Source: an optimization exercise on an open RTL-to-GDS flow (aim: small area, a short achievable clock period and few clock cycles). Production flows keep margins and buffers that such runs may drop. The RTL was checked by simulation tests, not by an equivalence proof against the original design. Power and IR drop assume default switching activity.

Setup of tundra:
## polyline_codec
module polyline_codec (
    input  wire        clk,
    input  wire        rst,
    input  wire        enc_in_valid,
    output wire        enc_in_ready,
    input  wire [64:0] enc_in_data,
    output wire        enc_out_valid,
    input  wire        enc_out_ready,
    output wire [8:0]  enc_out_data,
    input  wire        dec_in_valid,
    output wire        dec_in_ready,
    input  wire [8:0]  dec_in_data,
    output wire        dec_out_valid,
    input  wire        dec_out_ready,
    output wire [65:0] dec_out_data
);
For scale: roughly 300 flip-flops, ~160 I/O pins.
Settings: LEC_CHECK=0, CAP_MARGIN=20, CORE_MARGIN=2, CORE_UTILIZATION=55, CTS_BUF_LIST=sky130_fd_sc_hd__clkbuf_4, CTS_CLUSTER_DIAMETER=35, CTS_CLUSTER_SIZE=8, PLACE_DENSITY=0.7, SETUP_SLACK_MARGIN=2.4, SLEW_MARGIN=20; clock period 5.0 ns.
standard.sh (not shown) runs the stock make flow with config.mk's settings and CLKGATE_MAP_FILE= SYNTH_SCRIPT=/design/flow/synth_recipe.tcl, a recipe that flattens the netlist after the stock synthesis.
==> flow/flow/run.sh <==
#!/bin/bash
# The standard layout, with every port buffered by a buf_1 (instead of the
# buffer buffer_ports picks by default) and a clock tree built without dummy
# loads. Each tool's full output is in orfs/logs/; make's output in make.log.
set -euo pipefail
export BUFFER_PORTS_ARGS="-buffer_cell sky130_fd_sc_hd__buf_1"
export CTS_ARGS="-sink_clustering_enable -repair_clock_nets -buf_list sky130_fd_sc_hd__clkbuf_4 -sink_clustering_size 8 -sink_clustering_max_diameter 35 -dont_use_dummy_load"
bash standard.sh > make.log 2>&1
tundra | stages: all done | timing, DRC, antenna: all pass
Testbench counts of tundra, summed over its fixed seeds: cycles 31,934.
Modified inputs, fjord compared to tundra
Settings: SETUP_SLACK_MARGIN: 2.4 -> 2.2; CORE_UTILIZATION: 55 -> 40; PLACE_DENSITY: 0.7 -> 0.6.
### Flow results
In fjord, the number of placed cells counting well taps came out 141 above the value in tundra. fjord vs. tundra: area enclosed by the die boundary climbed about 37%, worst path required time now smaller, final worst slack dropped 0.12 ns, upper clock frequency limit -about 4.3%, multi-input combinational cell count now sits at about the same level. Going from tundra to fjord, layout filler cell count up 1514; fraction of the core area covered by cells at the end of the flow went down 18 points. Category of the critical setup timing path = input pin to flop: fjord; category of the critical setup timing path = flop to flop: tundra.
Here is what was changed in the inputs of willow compared with fjord.
Settings: a change of CTS_CLUSTER_SIZE from 8 to 10; a change of CTS_CLUSTER_DIAMETER from 35 to 40; a change of SETUP_SLACK_MARGIN from 2.2 to 2.4; a change of CTS_BUF_LIST from sky130_fd_sc_hd__clkbuf_4 to sky130_fd_sc_hd__clkbuf_8.
==> flow/flow/run.sh <==
#!/bin/bash
# The standard layout, with every port buffered by a buf_1 (instead of the
# buffer buffer_ports picks by default) and a clock tree built without dummy
# loads. Each tool's full output is in orfs/logs/; make's output in make.log.
set -euo pipefail
export BUFFER_PORTS_ARGS="-buffer_cell sky130_fd_sc_hd__buf_1"
export CTS_ARGS="-sink_clustering_enable -repair_clock_nets -buf_list sky130_fd_sc_hd__clkbuf_8 -sink_clustering_size 10 -sink_clustering_max_diameter 40 -dont_use_dummy_load"
bash standard.sh > make.log 2>&1
[summary]
willow ended up with a lower switching share of power than fjord did. willow -> fjord: netlist area before placement delta 0, exact match. Non-clock buffer count (lower): fjord. As far as maximum number of pins on one net before global-route repair goes, willow and fjord are indistinguishable; the numbers are identical. In willow the share of the final layout cell area in sequential cells turned out 2.0 points lower than in fjord. Power: willow draws more than fjord. Between fjord and willow, the difference in count of multi-input gates is negligible. Compared with fjord, willow shows post-layout instance area higher by about 5.6%.
[inputs] harbor vs willow
Settings: CTS_CLUSTER_SIZE changed from 10 to 8; CORE_UTILIZATION changed from 40 to 60; PLACE_DENSITY changed from 0.6 to 0.72; CTS_CLUSTER_DIAMETER changed from 40 to 35; CTS_BUF_LIST changed from sky130_fd_sc_hd__clkbuf_8 to sky130_fd_sc_hd__clkbuf_4.
==> flow/flow/run.sh <==
#!/bin/bash
# The standard layout, with every port buffered by a buf_1 (instead of the
# buffer buffer_ports picks by default) and a clock tree built without dummy
# loads. Each tool's full output is in orfs/logs/; make's output in make.log.
set -euo pipefail
export BUFFER_PORTS_ARGS="-buffer_cell sky130_fd_sc_hd__buf_1"
export CTS_ARGS="-sink_clustering_enable -repair_clock_nets -buf_list sky130_fd_sc_hd__clkbuf_4 -sink_clustering_size 8 -sink_clustering_max_diameter 35 -dont_use_dummy_load"
bash standard.sh > make.log 2>&1
## What came out
[compare] base=willow new=harbor: footprint of the flip-flops and latches neither gained nor lost much; first-pass GRT wire length shrank by 6.4%; design area saw a decrease; minimum clock period moved down. Final worst slack: harbor > willow. Taking willow as the reference point, the number of clock-tree buffers in the layout of harbor falls by 2. Looking at harbor and willow, the clock transition at the registers of the reported paths is a wash. From willow to harbor the numbers moved as follows: post-placement setup slack grew by 0.090 ns; global-route track usage on met1 grew by 9.2 points. harbor: PASS, flow complete, no timing, DRC or antenna violations. In summary, willow completed successfully, with a layout that passed the timing, DRC and antenna checks.
The inputs of quartz differ from those of harbor as listed below.
Settings: changing PLACE_DENSITY from 0.72 to 0.6; changing CORE_UTILIZATION from 60 to 40.
Notes after the runs:
- Taking harbor as the reference, in quartz required time of the critical path +0.05 ns, area of the core region now sits higher, xor and xnor fraction of the mapped netlist area now sits at about the same level.
- Changes observed in quartz relative to harbor: number of cell rows rose about 23%; reported leakage power went up about 1.2%.
- NOTE: total power in quartz exceeds that of harbor
## Diff of input files: indigo against quartz
Settings: SETUP_SLACK_MARGIN now 2.5, was 2.4; CORE_UTILIZATION now 70, was 40; PLACE_DENSITY now 0.8, was 0.6.
Results
- Changes observed in indigo relative to quartz: register-to-register slack lower, global-route track usage on met3 increased by 0.43 points relative to the old numbers, design area +about 2%, total instance count after detailed placement now smaller.
- The higher layout clock buffer count of indigo and quartz is in quartz.
- The capturing element of the worst setup path comes out u_enc.va[31] in one run and u_dec.B[23] in the other, namely in quartz and indigo respectively.
- Summary: with quartz as the reference, non-clock buffer count in indigo moved up by more than 10%.
- Going from quartz to indigo, post-synthesis instance area flat; antenna diode instance count down 1.

what the ideal ports hide:
No port has a modelled driver above. Below, the same layouts with a new extraction and two added sets of constraints. Step 1 (the two cells are an assumption about what drives the block):
set clk [get_ports {clk}]
set_driving_cell -lib_cell sky130_fd_sc_hd__clkbuf_16 $clk
set_driving_cell -lib_cell sky130_fd_sc_hd__buf_2 [delete_from_list [all_inputs] $clk]
Step 2 also shifts input and output timing later by t, the mid clock arrival at the registers, as if the neighbouring blocks saw the same clock. a / b / c = no drivers / after step 1 / after step 2; a / b = the first two.
run | shift t [ns] | setup WS [ns] | worst setup path after step 2
tundra | 0.764 | 2.263 / 2.263 / 1.597 | input to register
fjord | 0.766 | 2.141 / 2.169 / 1.404 | input to register
willow | 0.650 | 2.128 / 2.137 / 1.486 | input to register
harbor | 0.738 | 2.272 / 2.278 / 1.548 | input to register
quartz | 0.758 | 2.251 / 2.252 / 1.500 | input to register
indigo | 0.703 | 2.063 / 2.063 / 1.474 | input to register
After both steps setup and hold are still met in every run listed. The setup slack of quartz, which loses most, moves by +0.001 ns with the drivers and by -0.751 ns with both steps.
